This is an optimization exercise on Yosys and OpenROAD, whose aim is small area, not a production implementation. In this exercise RTL edits were held to simulation tests only and were not proved equivalent to the original. Power and IR drop assume default switching activity.

## xcrc
module xcrc (
    input             clk,
    input             rst,           
    input             h_we,
    input             h_re,
    input      [9:0]  h_addr,
    input      [31:0] h_wdata,
    output reg [31:0] h_rdata,
    input             sp_cfgerr,
    input      [31:0] sp_cfginfo,
    output reg        sp_req,
    output     [1:0]  sp_op,         
    output     [7:0]  sp_txd,
    output            sp_txv,
    output            sp_txlast,
    input             sp_txrdy,
    input             sp_rsp,
    input      [1:0]  sp_rsp_kind,   
    input      [31:0] sp_rsp_data
);
For scale: about 160 I/O pins.
==> flow/config.mk <==
export PLATFORM = sky130hd
export DESIGN_NAME = xcrc
export DESIGN_NICKNAME = xcrc
export VERILOG_FILES = /design/flow/design.v
export SDC_FILE = /design/flow/constraint.sdc
export NUM_CORES = 4
export LEC_CHECK = 0
export CAP_MARGIN = 20
export CORE_MARGIN = 2
export CORE_UTILIZATION = 30
export SLEW_MARGIN = 20
==> flow/constraint.sdc <==
create_clock -name core_clock -period 10.0 [get_ports {clk}]
set_input_delay 2.0000 -clock core_clock [delete_from_list [all_inputs] [get_ports {clk}]]
set_output_delay 2.0000 -clock core_clock [all_outputs]
set_load 0.01 [all_outputs]
standard.sh (not shown) runs the stock make flow with config.mk's settings and CLKGATE_MAP_FILE= SYNTH_SCRIPT=/design/flow/synth_recipe.tcl, a recipe that flattens the netlist after the stock synthesis.
==> flow/flow/run.sh <==
#!/bin/bash
# Layout flow: the standard flow (standard.sh: unchanged synthesis,
# floorplan, placement, routing), with three changes to how the layout is
# made:
#  - the clock tree is built from clkbuf_4 cells in small sink clusters,
#    without dummy loads;
#  - the port buffers that global placement puts on every input and output
#    are buf_1 cells;
#  - after global routing, gates off the critical paths are downsized
#    (repair_timing -recover_power 100).
# Each tool's full output goes to the ORFS logs under orfs/logs, and the
# whole run's output to standard.log in this folder.
export CTS_ARGS="-sink_clustering_enable -repair_clock_nets -dont_use_dummy_load -buf_list sky130_fd_sc_hd__clkbuf_4 -sink_clustering_size 10 -sink_clustering_max_diameter 30"
export BUFFER_PORTS_ARGS="-buffer_cell sky130_fd_sc_hd__buf_1"
export RECOVER_POWER=100
bash standard.sh > standard.log 2>&1
status=$?
tail -n 40 standard.log
exit $status
The first run finished with capacitance limit, slew limit left.
==> next run, changes <==
--- a/flow/design.v
+++ b/flow/design.v
@@ -155,47 +155,48 @@
             3'd3:    feedb_crc = c_s3;
             default: feedb_crc = c_s4;
         endcase
     end
     wire [3:0]  rr_phy = h_addr[3:0] - pl_r;
     wire [31:0] rr_rd  = rr[rr_phy];
     wire        rr_ok  = {1'b0, h_addr[3:0]} < res_hwm;
     wire        tb_lt  = h_addr[4:0] < tx_hwm[6:2];
     wire        tb_eq  = h_addr[4:0] == tx_hwm[6:2];
     wire [3:0]  tb_ok  = {4{tb_lt}} | ({4{tb_eq}} & {1'b0, tx_hwm[1:0] > 2'd2,
                                                      tx_hwm[1:0] > 2'd1, tx_hwm[1:0] > 2'd0});
     wire [31:0] tb_rd  = tw & {{8{tb_ok[3]}}, {8{tb_ok[2]}}, {8{tb_ok[1]}}, {8{tb_ok[0]}}};
-    reg [31:0] rd_val;
+    wire        a_lo   = (h_addr[9:3] == 7'd0);
+    wire        a_fv   = (h_addr[9:4] == 6'd1);
+    wire        a_fw   = (h_addr[9:4] == 6'd2);
+    wire        a_rs   = (h_addr[9:4] == 6'd3) && rr_ok;
+    wire        a_tb   = (h_addr[9:6] == 4'd1) && (h_addr[5:0] <= 6'd16);
+    reg  [31:0] rd_fv, rd_fw;
     always @(*) begin
-        rd_val = 32'd0;
-        case (h_addr)
-            10'd1: rd_val = {16'd0, st_attempts, st_code, st_ovr, st_rvalid, st_done, st_busy};
-            10'd2: rd_val = {15'd0, cfg_ioretry, cfg_tries, cfg_addr};
-            10'd3: rd_val = {16'd0, crc};
-            10'd4: rd_val = data;
-            10'd5: rd_val = bytes;
-            10'd6: rd_val = st_busy ? 32'd0 : errinfo;
-            10'd7: rd_val = {25'd0, txlen};
-            default: begin
-                if (h_addr >= 10'd16 && h_addr < 10'd32)
-                    rd_val = fval[h_addr[3:0]];
-                else if (h_addr >= 10'd32 && h_addr < 10'd48)
-                    rd_val = {24'd0, fw_rd};
-                else if (h_addr >= 10'd48 && h_addr < 10'd64)
-                    rd_val = rr_ok ? rr_rd : 32'd0;
-                else if (h_addr >= 10'd64 && h_addr <= 10'd80)
-                    rd_val = tb_rd;
-            end
-        endcase
+        rd_fv = 32'd0;
+        rd_fw = 32'd0;
+        for (q = 0; q < 16; q = q + 1) begin
+            rd_fv = rd_fv | (fval[q] & {32{h_addr[3:0] == q}});
+            rd_fw = rd_fw | ({24'd0, fwid[q]} & {32{h_addr[3:0] == q}});
+        end
     end
+    wire [31:0] rd_val =
+        ({32{a_lo && h_addr[2:0] == 3'd1}} & {16'd0, st_attempts, st_code, st_ovr, st_rvalid, st_done, st_busy}) |
+        ({32{a_lo && h_addr[2:0] == 3'd2}} & {15'd0, cfg_ioretry, cfg_tries, cfg_addr}) |
+        ({32{a_lo && h_addr[2:0] == 3'd3}} & {16'd0, crc}) |
+        ({32{a_lo && h_addr[2:0] == 3'd4}} & data) |
+        ({32{a_lo && h_addr[2:0] == 3'd5}} & bytes) |
+        ({32{a_lo && h_addr[2:0] == 3'd6 && !st_busy}} & errinfo) |
+        ({32{a_lo && h_addr[2:0] == 3'd7}} & {25'd0, txlen}) |
+        ({32{a_fv}} & rd_fv) | ({32{a_fw}} & rd_fw) |
+        ({32{a_rs}} & rr_rd) | ({32{a_tb}} & tb_rd);
     always @(posedge clk)
         h_rdata <= rd_val;
     wire [6:0]  tl_m1   = txlen - 7'd1;
     wire        t_ins   = (seq == S_INS) && (ln == 2'd0) && (pl_t == tl_m1[6:2]);
     wire [3:0]  t_lanes = {tl_m1[1:0] == 2'd3, tl_m1[1:0] >= 2'd2, tl_m1[1:0] >= 2'd1, 1'b1};
     wire [31:0] t_new;
     genvar g;
     generate
         for (g = 0; g < 4; g = g + 1) begin : tlane
             assign t_new[8*g +: 8] = (t_ins && t_lanes[g]) ? errinfo[8*g +: 8] : tr[0][8*g +: 8];
         end
     endgenerate
What happened: The new run completed and failed the layout checks on capacitance limit, slew limit; routed wire length went up by about 0.4%; final cell count went down by about 1%; non-clock buffer count went up by 34; worst setup slack is better by 0.35 ns; register-to-register slack is better by 0.44 ns; clock-buffer cell count went up by 26; flip-flop and latch count does not change; fmax went up by about 4%; via count went down by 0.82%; first-iteration DRC count went down by about 1.4%; die area went down by 0.36%; power went down by 28%; sequential share of layout area went down by 0.17 points.

re-timing with driven ports:
Ports are ideal in the flow. The routed layouts listed here were re-timed in OpenROAD. Step 1, drivers: a clkbuf_16 drives clk and a buf_2 each remaining input, both assumed. Step 2, shift: input delay + t, output delay - t, t = (earliest + latest rising clock arrival at the registers) / 2. This alone moves slack from input paths to output paths. Slacks: no drivers / after step 1 / after step 2; pairs: no drivers / after step 1.
| run | shift t [ns] | setup WS [ns] | worst data-port slew with drivers (ns) |
|---|---|---|---|
| the first run | 1.372 | 0.426 / 0.449 / -0.876 | 0.28 |
| the second run | 1.511 | 0.776 / 0.844 / -0.667 | 0.24 |
For the second run, which loses most, drivers alone change the setup slack by +0.068 ns; drivers and shift together by -1.443 ns.
